This design comes from an exercise in tuning for small area, a short achievable clock period and few clock cycles on the open sky130 flow, not from production work.
Function was checked by simulation only, so behaviour that the tests miss may differ from the original.
No activity file was given, so power comes from the tool's default toggle rates.

Setup of v6:
==> flow/design.v (excerpt) <==
module gsm7_codec (
    input  wire        clk,
    input  wire        rst,
    input  wire        cmd_valid,
    output wire        cmd_ready,
    input  wire        cmd_dec,       
    input  wire [2:0]  cmd_pad,       
    input  wire [8:0]  cmd_len,       
    input  wire        in_valid,
    output wire        in_ready,
    input  wire [15:0] in_data,
    output reg         out_valid,
    output wire [15:0] out_data,
    output reg         done,
    output wire        done_err,
    output wire [8:0]  done_pos,
    output wire        done_escp
);
clock: 8.0 ns
lec_check: 0
abc_area: 1
abc_clock_period_in_ps: 3000
cap_margin: 20
core_margin: 5
core_utilization: 25
cts_buf_list: sky130_fd_sc_hd__clkbuf_4 sky130_fd_sc_hd__clkbuf_8
cts_cluster_size: 30
setup_slack_margin: 5
slew_margin: 20
standard.sh (not shown) runs the stock make flow with config.mk's settings and CLKGATE_MAP_FILE= SYNTH_SCRIPT=/design/flow/synth_recipe.tcl, a recipe that flattens the netlist after the stock synthesis.
==> flow/flow/run.sh <==
#!/bin/bash
set -euo pipefail
# the standard synthesis, unchanged
bash standard.sh synth > synth.log 2>&1
# the rest of the standard flow
bash standard.sh 'BUFFER_PORTS_ARGS=-buffer_cell sky130_fd_sc_hd__buf_1' \
    SETUP_SLACK_MARGIN=5.2 finish > layout.log 2>&1
Testbench counts of v6, summed over its fixed seeds: cycles 15,854.
> inputs changed (v6 -> v7)
- clearing ABC_AREA, which used to be 1
==> flow/flow/run.sh <==
#!/bin/bash
# Own flow: the standard flow, with the port buffers made from the
# smallest buffer cell instead of the default choice.
set -euo pipefail
# the standard synthesis, unchanged
bash standard.sh synth > synth.log 2>&1
# the rest of the standard flow
bash standard.sh 'BUFFER_PORTS_ARGS=-buffer_cell sky130_fd_sc_hd__buf_1' finish > layout.log 2>&1
==> summary.txt <==
The end of the critical path comes out out_lo[7] in one run and w[3] in the other, namely in v6 and v7 respectively.
Relative to v6, post-layout minimum cycle time increased by 0.23 ns in v7.
In the tables for v6 and v7, end-of-flow core utilization reads lower with v7.
Summary — clock network power share, v7 relative to v6: higher, by 3.4 points.
Compared with v6, v7 shows a wire length that is about 0.4% lower.
Lower global-route usage among v6 and v7: v7
The origin of the worst setup path comes out n[1] in one run and n[0] in the other, namely in v7 and v6 respectively.
In v7, the sequential share of layout area came out 0.16 points below the value in v6.

========
raven:
gsm7_codec, a different RTL version from the one above (not shown whole).
export LEC_CHECK = 0
export ABC_AREA = 1
export ABC_CLOCK_PERIOD_IN_PS = 3000
export CAP_MARGIN = 20
export CORE_MARGIN = 5
export CORE_UTILIZATION = 25
export CTS_BUF_LIST = sky130_fd_sc_hd__clkbuf_4 sky130_fd_sc_hd__clkbuf_8
export CTS_CLUSTER_SIZE = 30
export SETUP_SLACK_MARGIN = 5
export SLEW_MARGIN = 20
export TNS_END_PERCENT = 0
create_clock -name core_clock -period 8.0 [get_ports {clk}]
==> flow/flow/run.sh <==
#!/bin/bash
# Own flow: the standard flow, with the port buffers made from the
# smallest buffer cell instead of the default choice.
set -euo pipefail
# the standard synthesis, unchanged
bash standard.sh synth > synth.log 2>&1
# the rest of the standard flow
bash standard.sh 'BUFFER_PORTS_ARGS=-buffer_cell sky130_fd_sc_hd__buf_1' finish > layout.log 2>&1
raven ran to completion and came out clean on the timing, design-rule and antenna checks.
Testbench counts of raven, summed over its fixed seeds: cycles 15,854.
What sierra does differently from raven at the input level:
# raven
export LEC_CHECK = 0
export ABC_AREA = 1
export ABC_CLOCK_PERIOD_IN_PS = 3000
export CAP_MARGIN = 20
export CORE_MARGIN = 5
export CORE_UTILIZATION = 25
export CTS_BUF_LIST = sky130_fd_sc_hd__clkbuf_4 sky130_fd_sc_hd__clkbuf_8
export CTS_CLUSTER_SIZE = 30
export SETUP_SLACK_MARGIN = 5
export SLEW_MARGIN = 20
export TNS_END_PERCENT = 0
create_clock -name core_clock -period 8.0 [get_ports {clk}]
# sierra
export LEC_CHECK = 0
export ABC_AREA = 1
export ABC_CLOCK_PERIOD_IN_PS = 3000
export CAP_MARGIN = 20
export CORE_MARGIN = 5
export CORE_UTILIZATION = 25
export CTS_BUF_LIST = sky130_fd_sc_hd__clkbuf_4 sky130_fd_sc_hd__clkbuf_8
export CTS_CLUSTER_SIZE = 30
export GPL_ROUTABILITY_DRIVEN = 0
export SETUP_SLACK_MARGIN = 5
export SLEW_MARGIN = 20
create_clock -name core_clock -period 8.0 [get_ports {clk}]
[summary]
Diff raven..sierra | die area | unchanged
Per the comparison of sierra with raven, final hold slack fell 0.0035 ns; total congestion overflow after global routing about even.
Inputs modified between sierra and tundra:
# sierra
export LEC_CHECK = 0
export ABC_AREA = 1
export ABC_CLOCK_PERIOD_IN_PS = 3000
export CAP_MARGIN = 20
export CORE_MARGIN = 5
export CORE_UTILIZATION = 25
export CTS_BUF_LIST = sky130_fd_sc_hd__clkbuf_4 sky130_fd_sc_hd__clkbuf_8
export CTS_CLUSTER_SIZE = 30
export GPL_ROUTABILITY_DRIVEN = 0
export SETUP_SLACK_MARGIN = 5
export SLEW_MARGIN = 20
create_clock -name core_clock -period 8.0 [get_ports {clk}]
# tundra
export LEC_CHECK = 0
export ABC_AREA = 1
export ABC_CLOCK_PERIOD_IN_PS = 3000
export CAP_MARGIN = 20
export CORE_MARGIN = 5
export CORE_UTILIZATION = 25
export CTS_BUF_LIST = sky130_fd_sc_hd__clkbuf_4 sky130_fd_sc_hd__clkbuf_8
export CTS_CLUSTER_SIZE = 30
export SETUP_SLACK_MARGIN = 5
export SLEW_MARGIN = 20
create_clock -name core_clock -period 8.0 [get_ports {clk}]
Notes after the runs:
[compare] base=sierra new=tundra: worst setup slack picked up an extra 0.036 ns; highest achievable clock rate went up; worst setup timing slack at the placement stage went down; count of cell instances traversed by the critical path dropped 12.
[inputs] fjord vs tundra
# tundra
export LEC_CHECK = 0
export ABC_AREA = 1
export ABC_CLOCK_PERIOD_IN_PS = 3000
export CAP_MARGIN = 20
export CORE_MARGIN = 5
export CORE_UTILIZATION = 25
export CTS_BUF_LIST = sky130_fd_sc_hd__clkbuf_4 sky130_fd_sc_hd__clkbuf_8
export CTS_CLUSTER_SIZE = 30
export SETUP_SLACK_MARGIN = 5
export SLEW_MARGIN = 20
create_clock -name core_clock -period 8.0 [get_ports {clk}]
# fjord
export LEC_CHECK = 0
export ABC_AREA = 1
export ABC_CLOCK_PERIOD_IN_PS = 3000
export CAP_MARGIN = 20
export CORE_MARGIN = 5
export CORE_UTILIZATION = 25
export CTS_BUF_LIST = sky130_fd_sc_hd__clkbuf_4 sky130_fd_sc_hd__clkbuf_8
export CTS_CLUSTER_SIZE = 30
export GPL_TIMING_DRIVEN = 0
export SETUP_SLACK_MARGIN = 5
export SLEW_MARGIN = 20
create_clock -name core_clock -period 8.0 [get_ports {clk}]
Notes after the runs:
In the reports for tundra and fjord, the larger relative slew slack belongs to tundra. For fjord, the source of the critical timing path was n[0], unlike tundra, where it was in_valid. Delta (fjord minus tundra): accumulated negative setup slack roughly the same; fraction of the core area covered by cells at the end of the flow higher; combinational power share lower. fjord against tundra: signed area change from the synthesized netlist to the final layout rose by 3.7 points; post-route total power went up by about 12%. fjord ends up with higher final cell count than tundra does. Summary of fjord over tundra: placed cell area picked up an extra 3.9%; number of vias per cell picked up an extra 0.34%.

[static timing again, ports no longer ideal]
How much do the figures lean on ideal ports? The routed layouts below were timed once more, with nothing changed but the port constraints.
Step 1 assumes that a clkbuf_16 drives the clock port and a buf_2 every other input.
Step 2 adds t to the input delays and takes it off the output delays; t is the mean of the earliest and latest rising clock arrival at the registers after step 1. Input paths then give back, and output paths get back, about the clock's delay inside the block.
Slacks: no drivers / after step 1 / after step 2; pairs: no drivers / after step 1.
| run | shift t [ns] | slack for setup (ns) | pins driven straight from the clock port |
|---|---|---|---|
| v6 | 0.411 | 5.244 / 5.244 / 4.891 | 1 |
| v7 | 0.412 | 5.010 / 5.010 / 4.858 | 1 |
| raven | 0.390 | 5.021 / 5.021 / 4.688 | 1 |
| sierra | 0.393 | 5.151 / 5.151 / 4.832 | 1 |
| tundra | 0.388 | 5.187 / 5.192 / 4.808 | 1 |
| fjord | 0.395 | 5.165 / 5.165 / 4.894 | 1 |
After both steps setup and hold are still met in every run listed. The setup slack of tundra, which loses most, moves by +0.005 ns with the drivers and by -0.379 ns with both steps.
